Source: an optimization exercise on an open RTL-to-GDS flow (aim: small area). Production flows keep margins and buffers that such runs may drop. In this exercise RTL edits were held to simulation tests only and were not proved equivalent to the original. Power is estimated from default activity; no workload was simulated.

--- flow/design.v ---
module rc_motor_core (
    input  wire clk,
    input  wire rst,       
    input  wire rc_in,     
    output wire sw_fh,     
    output wire sw_fl,     
    output wire sw_bh,     
    output wire sw_bl      
);
    localparam [7:0]  PWM_FIRST = 8'b00000001;    
    localparam [7:0]  PWM_LAST  = 8'b10000000;    
    localparam [7:0]  TIME_ZERO = 8'b00000000;
    localparam [7:0]  TIME_LAST = 8'b10000000;    
    localparam [5:0]  WD_ZERO   = 6'b000001;
    localparam [5:0]  WD_MAX    = 6'b001010;    
    localparam [11:0] SEQ_DEAD  = 12'b001110000000;    
    localparam [11:0] SEQ_SET   = 12'b000000000001;    
    localparam [11:0] SEQ_END   = 12'b111011101110;
    function [7:0] pwm_cmp;
        input [6:0] d;
        begin
            case (d)
                7'd0: pwm_cmp = 8'b10000000;
                7'd11: pwm_cmp = 8'b00001100;
                7'd12: pwm_cmp = 8'b00110010;
                7'd13: pwm_cmp = 8'b10010010;
                7'd14: pwm_cmp = 8'b01001001;
                7'd15: pwm_cmp = 8'b01001101;
                7'd16: pwm_cmp = 8'b00110111;
                7'd17: pwm_cmp = 8'b10111001;
                7'd18: pwm_cmp = 8'b11100100;
                7'd19: pwm_cmp = 8'b00100000;
                7'd20: pwm_cmp = 8'b00000101;
                7'd21: pwm_cmp = 8'b00010101;
                7'd22: pwm_cmp = 8'b10101101;
                7'd23: pwm_cmp = 8'b10110110;
                7'd24: pwm_cmp = 8'b10110101;
                7'd25: pwm_cmp = 8'b11010110;
                7'd26: pwm_cmp = 8'b10110010;
                7'd27: pwm_cmp = 8'b11001011;
                7'd28: pwm_cmp = 8'b01011000;
                7'd29: pwm_cmp = 8'b01100001;
                7'd30: pwm_cmp = 8'b00001111;
                7'd31: pwm_cmp = 8'b01111101;
                7'd32: pwm_cmp = 8'b11110110;
                7'd33: pwm_cmp = 8'b10110111;
                7'd34: pwm_cmp = 8'b11011110;
                7'd35: pwm_cmp = 8'b11110101;
                7'd36: pwm_cmp = 8'b11010111;
                7'd37: pwm_cmp = 8'b10111010;
                7'd38: pwm_cmp = 8'b11101000;
                7'd39: pwm_cmp = 8'b01000100;
                7'd40: pwm_cmp = 8'b00100001;
                7'd41: pwm_cmp = 8'b10000110;
                7'd42: pwm_cmp = 8'b00110110;
                7'd43: pwm_cmp = 8'b11011000;
                7'd44: pwm_cmp = 8'b11000111;
                7'd45: pwm_cmp = 8'b00011110;
                7'd46: pwm_cmp = 8'b11110011;
                7'd47: pwm_cmp = 8'b11001110;
                7'd48: pwm_cmp = 8'b01110011;
                7'd49: pwm_cmp = 8'b11001100;
                7'd50: pwm_cmp = 8'b01100010;
                7'd51: pwm_cmp = 8'b00010110;
                7'd52: pwm_cmp = 8'b01011010;
                7'd53: pwm_cmp = 8'b11010010;
                7'd54: pwm_cmp = 8'b01001000;
                7'd55: pwm_cmp = 8'b01000101;
                7'd56: pwm_cmp = 8'b00010100;
                7'd57: pwm_cmp = 8'b10100101;
                7'd58: pwm_cmp = 8'b10010101;
                7'd59: pwm_cmp = 8'b10101001;
                7'd60: pwm_cmp = 8'b01001110;
                7'd61: pwm_cmp = 8'b00111011;
                7'd62: pwm_cmp = 8'b11011101;
                7'd63: pwm_cmp = 8'b01110110;
                7'd64: pwm_cmp = 8'b10110011;
                7'd65: pwm_cmp = 8'b11001111;
                7'd66: pwm_cmp = 8'b01111011;
                7'd67: pwm_cmp = 8'b11101111;
                7'd68: pwm_cmp = 8'b01111110;
                7'd69: pwm_cmp = 8'b11111010;
                7'd70: pwm_cmp = 8'b11010011;
                7'd71: pwm_cmp = 8'b10011001;
                7'd72: pwm_cmp = 8'b01100110;
                7'd73: pwm_cmp = 8'b00110101;
                7'd74: pwm_cmp = 8'b11010100;
                7'd75: pwm_cmp = 8'b10100011;
                7'd76: pwm_cmp = 8'b10001100;
                7'd77: pwm_cmp = 8'b01100000;
                7'd78: pwm_cmp = 8'b10000011;
                7'd79: pwm_cmp = 8'b00011101;
                7'd80: pwm_cmp = 8'b11101010;
                7'd81: pwm_cmp = 8'b10101010;
                7'd82: pwm_cmp = 8'b01010111;
                7'd83: pwm_cmp = 8'b01011111;
                7'd84: pwm_cmp = 8'b11111001;
                7'd85: pwm_cmp = 8'b11100101;
                7'd86: pwm_cmp = 8'b00101000;
                7'd87: pwm_cmp = 8'b10100001;
                7'd88: pwm_cmp = 8'b00001001;
                7'd89: pwm_cmp = 8'b00100111;
                7'd90: pwm_cmp = 8'b00111111;
                7'd91: pwm_cmp = 8'b11111110;
                7'd92: pwm_cmp = 8'b11111000;
                7'd93: pwm_cmp = 8'b11000010;
                7'd94: pwm_cmp = 8'b00001011;
                7'd95: pwm_cmp = 8'b01011110;
                7'd96: pwm_cmp = 8'b01111000;
                7'd97: pwm_cmp = 8'b11000110;
                7'd98: pwm_cmp = 8'b00011010;
                7'd99: pwm_cmp = 8'b11010000;
                7'd100: pwm_cmp = 8'b10000000;
                default: pwm_cmp = 8'bxxxxxxxx;
            endcase
        end
    endfunction
    reg        rc_prev_q;
    reg [7:0]  time_q;        
    reg [8:0]  wid_q;         
    reg [7:0]  pwm_q;         
    reg [5:0]  wd_q;          
    reg        tf_q, tb_q;    
    reg [6:0]  tp_q;          
    reg [6:0]  duty_q;        
    reg [6:0]  dsh_q;         
    reg        fl_q, bl_q, h_q;
    reg [1:0]  z_q;
    reg [11:0] cnt_q;         
    reg [3:0]  pend_q;        
    function [8:0] inc9;
        input [8:0] a;
        integer i;
        reg c;
        begin
            c = 1'b1;
            for (i = 0; i < 9; i = i + 1) begin
                inc9[i] = a[i] ^ c;
                c = c & a[i];
            end
        end
    endfunction
    function le7;
        input [6:0] a;
        input [6:0] k;
        integer i;
        reg r;
        begin
            r = 1'b1;
            for (i = 0; i < 7; i = i + 1)
                r = k[i] ? (~a[i] | r) : (~a[i] & r);
            le7 = r;
        end
    endfunction
    wire       wid_sat  = &wid_q;
    wire       wid_skip = wid_q[8] & ~wid_q[7] & (&wid_q[6:0]);    
    wire [8:0] n_wid    = wid_sat ? wid_q : (inc9(wid_q) | {8'd0, wid_skip});
    wire [6:0] wd_code = wid_q[6:0] ^ {7{~wid_q[7]}};
    wire       in_band = wid_q[8] & le7(wd_code, 7'd100);
    wire       dz      = le7(wd_code, 7'd10);
    wire       edge_ev  = rc_in ^ rc_prev_q;
    wire [7:0] n_time   = {time_q[6:0], time_q[7] ^ time_q[5] ^ time_q[4] ^ time_q[3] ^ ~|time_q[6:0]};
    wire       tick_ev  = (time_q == TIME_LAST);
    wire       start_ev = (pwm_q == PWM_LAST);
    wire [7:0] n_pwm    = {pwm_q[6:0], pwm_q[7] ^ pwm_q[5] ^ pwm_q[4] ^ pwm_q[3]};
    wire [6:0] n_dsh    = start_ev ? duty_q : dsh_q;
    wire       match_ev = (pwm_q == pwm_cmp(n_dsh));
    wire [11:0] cnt_step = {cnt_q[10:0], cnt_q[11] ^ cnt_q[0]};
    reg [8:0]  n_wid2;
    reg [5:0]  n_wd;
    reg        n_tf, n_tb;
    reg [6:0]  n_tp, n_duty;
    reg        n_fl, n_bl, n_h;
    reg [1:0]  n_z;
    reg [11:0] n_cnt;
    reg [3:0]  n_pend, svc;
    reg        rise;
    reg [5:0]  wd_e;
    always @* begin
        n_wid2 = n_wid;
        n_wd   = wd_q;
        n_tf   = tf_q;
        n_tb   = tb_q;
        n_tp   = tp_q;
        n_duty = duty_q;
        n_fl   = fl_q;
        n_bl   = bl_q;
        n_h    = h_q;
        n_z    = z_q;
        n_cnt  = cnt_q;
        n_pend = pend_q | {match_ev, start_ev, tick_ev, edge_ev};
        svc    = 4'd0;
        rise   = 1'b0;
        wd_e   = wd_q;
        if (z_q != 2'd0) begin
            n_cnt = cnt_step;
            if (cnt_q == SEQ_END) begin
                case (z_q)
                    2'd1: begin n_z = 2'd2; n_cnt = SEQ_DEAD; end
                    2'd2: begin n_z = 2'd0; n_h = 1'b1; end
                    default: begin
                        if (fl_q & bl_q) n_z = 2'd0;
                        else begin n_fl = 1'b1; n_bl = 1'b1; n_cnt = SEQ_SET; end
                    end
                endcase
            end
        end
        if (n_z == 2'd0) begin
            svc    = n_pend;
            n_pend = 4'd0;
            if (svc[0]) begin
                if (rc_in) begin
                    rise   = 1'b1;
                    wd_e   = WD_MAX;
                    n_wid2 = 9'd9;
                end else if (in_band) begin
                    if (dz) begin
                        n_tf = 1'b1; n_tb = 1'b1; n_tp = 7'd0;
                    end else begin
                        n_tf = wid_q[7]; n_tb = ~wid_q[7]; n_tp = wd_code;
                    end
                end
            end
            if (svc[1]) begin
                if (wd_e == WD_ZERO) begin
                    if (!(n_fl & n_bl)) begin n_tf = 1'b1; n_tb = 1'b1; end
                end else
                    n_wd = {wd_e[4:0], wd_e[5] ^ wd_e[4]};
            end else if (rise)
                n_wd = WD_MAX;
            if (svc[2] && n_dsh != 7'd0 && (n_fl ^ n_bl)) n_h = 1'b1;
            if (svc[3] && n_dsh != 7'd100 && !(n_fl & n_bl)) n_h = 1'b0;
            if (n_tf == n_fl && n_tb == n_bl) begin
                n_duty = n_tp;
            end else begin
                n_h   = 1'b0;
                n_cnt = SEQ_DEAD;
                if (n_fl & n_bl) begin
                    n_duty = 7'd0;
                    n_fl   = n_tf;
                    n_bl   = n_tb;
                    n_z    = 2'd1;
                end else begin
                    n_z    = 2'd3;
                end
            end
        end
    end
    always @(posedge clk) begin
        cnt_q <= n_cnt;
        if (rst) begin
            rc_prev_q <= 1'b0;
            time_q    <= TIME_ZERO;
            wid_q     <= 9'd9;
            pwm_q     <= PWM_FIRST;
            wd_q      <= WD_ZERO;
            tf_q      <= 1'b1;
            tb_q      <= 1'b1;
            tp_q      <= 7'd0;
            duty_q    <= 7'd0;
            dsh_q     <= 7'd0;
            fl_q      <= 1'b0;
            bl_q      <= 1'b0;
            h_q       <= 1'b0;
            z_q       <= 2'd0;
            pend_q    <= 4'd0;
        end else begin
            rc_prev_q <= rc_in;
            time_q    <= n_time;
            wid_q     <= n_wid2;
            pwm_q     <= n_pwm;
            wd_q      <= n_wd;
            tf_q      <= n_tf;
            tb_q      <= n_tb;
            tp_q      <= n_tp;
            duty_q    <= n_duty;
            dsh_q     <= n_dsh;
            fl_q      <= n_fl;
            bl_q      <= n_bl;
            h_q       <= n_h;
            z_q       <= n_z;
            pend_q    <= n_pend;
        end
    end
    assign sw_fh = h_q & fl_q;
    assign sw_fl = fl_q;
    assign sw_bh = h_q & bl_q;
    assign sw_bl = bl_q;
endmodule
--- flow/run.sh ---
#!/bin/bash
# synth_recipe.tcl (not shown) runs the flow's synth.tcl, then flattens the netlist and writes it again
# the make line also repeats each setting of config.mk as NAME=value (left out here)
make -C /OpenROAD-flow-scripts/flow DESIGN_CONFIG=/design/flow/config.mk WORK_HOME=/design/flow/orfs CLKGATE_MAP_FILE= SYNTH_SCRIPT=/design/flow/synth_recipe.tcl finish
--- flow/config.mk ---
export PLATFORM = sky130hd
export DESIGN_NAME = rc_motor_core
export DESIGN_NICKNAME = rc_motor_core
export VERILOG_FILES = /design/flow/design.v
export SDC_FILE = /design/flow/constraint.sdc
export NUM_CORES = 4
export LEC_CHECK = 0
export ABC_AREA = 1
export CAP_MARGIN = 20
export CORE_MARGIN = 2
export CORE_UTILIZATION = 40
export SLEW_MARGIN = 20
--- flow/constraint.sdc ---
create_clock -name core_clock -period 16.0 [get_ports {clk}]
set_input_delay 3.2000 -clock core_clock [delete_from_list [all_inputs] [get_ports {clk}]]
set_output_delay 3.2000 -clock core_clock [all_outputs]
set_load 0.01 [all_outputs]
==> run notes <==
[cell families (layout without fill, tap and decap cells)]
kind of cell             count (synthesis)  after routing  synth area share [%]
AND/OR/NAND/NOR                        488            488                  42.4
buffers and inverters                  108            107                  8.96
AO/OA/AOI/OAI                           91             91                  10.6
flip-flops                              76             76                  29.6
adder cells (fa/ha/maj)                 24             24                  5.84
XOR/XNOR                                14             14                  2.39
multiplexers                             1              1                 0.195
[power by group through the flow]
stage / logic [uW] / clock network (uW) / registers (uW)
floorplan: 38.2 / 0 / 208
global placement: 46.2 / 0 / 210
detailed placement: 47.5 / 0 / 210
CTS: 47.8 / 212 / 206
global route: 54.5 / 219 / 207
finish: 47.4 / 206 / 206
[critical path, stage by stage]
cell and delay (ns):
clkdlybuf4s50_1 0.50, inv_1 0.09, nor2_1 0.09, nor3_1 0.07
nor2_1 0.34, inv_1 0.16, nand2_1 0.10, ha_1 0.16
nand4_1 0.19, o21ai_1 0.26, xnor2_1 0.15, nand2_1 0.16
nand2_1 0.11, nand2_2 0.10, nand2_1 0.08, nand2_1 0.05
[registers in the layout, indices dropped and copies added (netlist names), 4 cells and up]
name,cells
cnt_q,12
dsh_q,7
wid_q,9
tp_q,7
time_q,8
wd_q,6
pwm_q,8
pend_q,4
duty_q,7
[cell usage in the layout (no fill, tap or decap), types with 12 or more instances in the layout]
| cell | n |
|---|---|
| nand2_1 | 250 |
| nand3_1 | 99 |
| nor2_1 | 83 |
| dfxtp_1 | 76 |
| inv_1 | 71 |
| o21ai_0 | 28 |
| a21oi_1 | 25 |
| ha_1 | 24 |
| nand4_1 | 13 |
| inv_2 | 12 |
| nand2_2 | 12 |
[cell type report]
cell class,instances,share of cell area (%)
multi-input cells,618,56.5
flip-flops and latches,76,27.2
inverters,83,5.56
clock buffers,11,4.51
well taps,172,3.84
repair buffers,8,1.34
clock inverters,5,1.07
[per-layer routing]
layer  wire length (um)  share of wire (%)  track usage (%)  up-vias
met4                523                3.8             10.0        0
met5                  0                  0                0        -
met1               5880                 43             24.3     2315
li1                   -                  -                -     2598
met3                828                6.1             3.26       45
met2               6440                 47             35.4      187
[final timing paths]
check                  from         to  slack [ns]  cells past startpoint
setup / recovery      rc_in  duty_q[6]       10.42                     16
hold / removal    time_q[0]  time_q[1]        0.43                      2
setup reg to reg   pwm_q[4]        h_q       12.64                     24
hold reg to reg   time_q[0]  time_q[1]        0.43                      2
[stage by stage]
stage,std cells,area (um2),hold WS (ns),utilization (%),setup slack (ns)
floorplan,802,5140,0.409,-,10.97
global placement,957,5280,0.417,42.0,10.25
detailed placement,957,5290,0.420,42.1,10.13
CTS,973,5600,0.428,44.6,10.46
global route,973,5600,0.455,44.6,10.09
finish,973,5600,0.427,44.6,10.42
==> run notes <==
kind of critical path: input port to flip-flop
PwrDens: 82.0 mW/mm2
# IOs: 7
Final period util: 34.9%
CTS Buffer Depth: 2
Synth cell types: 43
max cap viols: 0
fmax: 0.179 GHz
vias in the first global route: 4,902
worst endpoint data arrival time: 5.80 ns
grt total ovfl: 0
Net Sw Frac: 25.0%
critical path fanouts, max: 7
Flop pwr share: 44.8%
DRT Pass-1 Iters: 5
global-route wire length before repair: 23,100 um
Overall Power: 459 uW
Final GP Congestion: 0.936
PostCTS Resize Cnt: 0
Critical Path End Type: flip-flop
Post-synth top flop: dfxtp_1
Synth top cells by count: nand2_1 (250), nand3_1 (99), nor2_1 (83)
post-synthesis cell area: 0.00514 mm2
H-tree levels: 3
cts hold-fix bufs: 0
number of setup buffers added after CTS: 0
WL per Instance: 14.1 um
drt total wl: 13,700 um
Global Route Usage Sum: 20.3%
flops & latches, synth: 76
Fillers: 1,315
Gate power share: 10.3%
peak supply drop: 0.0000801 V
Fin. Hold Viols: 0
diodes inserted: 0
clock-pin slew on the worst setup and hold paths: 0.06 ns
Core Area: 0.0126 mm2
fin nets: 823
initial core utilization: 40.9%
setup TNS: 0 ns
top cells by area, synth: dfxtp_1 (30%), nand2_1 (18%), nand3_1 (9.6%), nor2_1 (6.1%), ha_1 (5.8%)
Slew @ Worst Pin: 1.05 ns
layout cells sized above 1: 8.24%
vias: 5,145
syn nets: 829
Max Transition Viols Final: 0
Slew Limit Headroom: 29.6%
Die X: 117 um
run status: no timing/DRC/antenna violations
Port Buffers: 6
syn avg cell area: 6.41 um2
final clock skew: 0.00500 ns
area added between synthesis and finish: 8.93%
Synth Warn #: 1
leakage: 0.00259 uW
TritonCTS Buffers: 9
ANT nets after route: 0
Crit path required time: 16.22 ns
initial antenna violation count: 0
largest net degree at the start of global routing: 42
min cycle time layout: 5.58 ns
Multi-input gate area: 0.00316 mm2
Starting DRT DRC Count: 544
most frequent cell after synthesis: nand2_1
clock group share of total power: 44.8%
die height: 117 um
DP HPWL: 10,200 um
Psw: 115 uW
CTS Sinks: 76
Via-to-Cell Ratio: 5.29
hold crit path type: flip-flop to flip-flop
number of synthesized flops with an enable pin: 0
Setup crit start kind: input port
post-synthesis cell count: 802
RSZ-0062 raised after global routing: false
internal power: 344 uW
Post-route DRC: 0
async set or reset register ratio after synthesis: 0%
root buffer cell: clkbuf_16
post-synth top area cell: dfxtp_1
worst skew pair latency: 0.33 ns
final setup fails: 0
die area: 0.0138 mm2
Seq/Total Area, Yosys: 29.6%
FF/Latch Area: 0.00152 mm2
Yosys top cell area share: 29.6%
CTS tree: built
row count: 41

## static timing again, ports no longer ideal
No port has a modelled driver above. Below, the same layout with a new extraction and two added sets of constraints.
Step 1: set_driving_cell puts a clkbuf_16 on clk and a buf_2 on each other input, an assumption about the parent block.
Step 2 adds t to the input delays and takes it off the output delays; t is the mean of the earliest and latest rising clock arrival at the registers after step 1. Input paths then give back, and output paths get back, about the clock's delay inside the block.
Slacks: no drivers / after step 1 / after step 2; pairs: no drivers / after step 1.
shift t [ns]: 0.366
slack for setup (ns): 10.423 / 10.436 / 10.070
worst slew at a driven data input, ns: 0.03
After both steps this run still meets setup and hold. For this run, drivers alone change the setup slack by +0.013 ns; drivers and shift together by -0.353 ns.
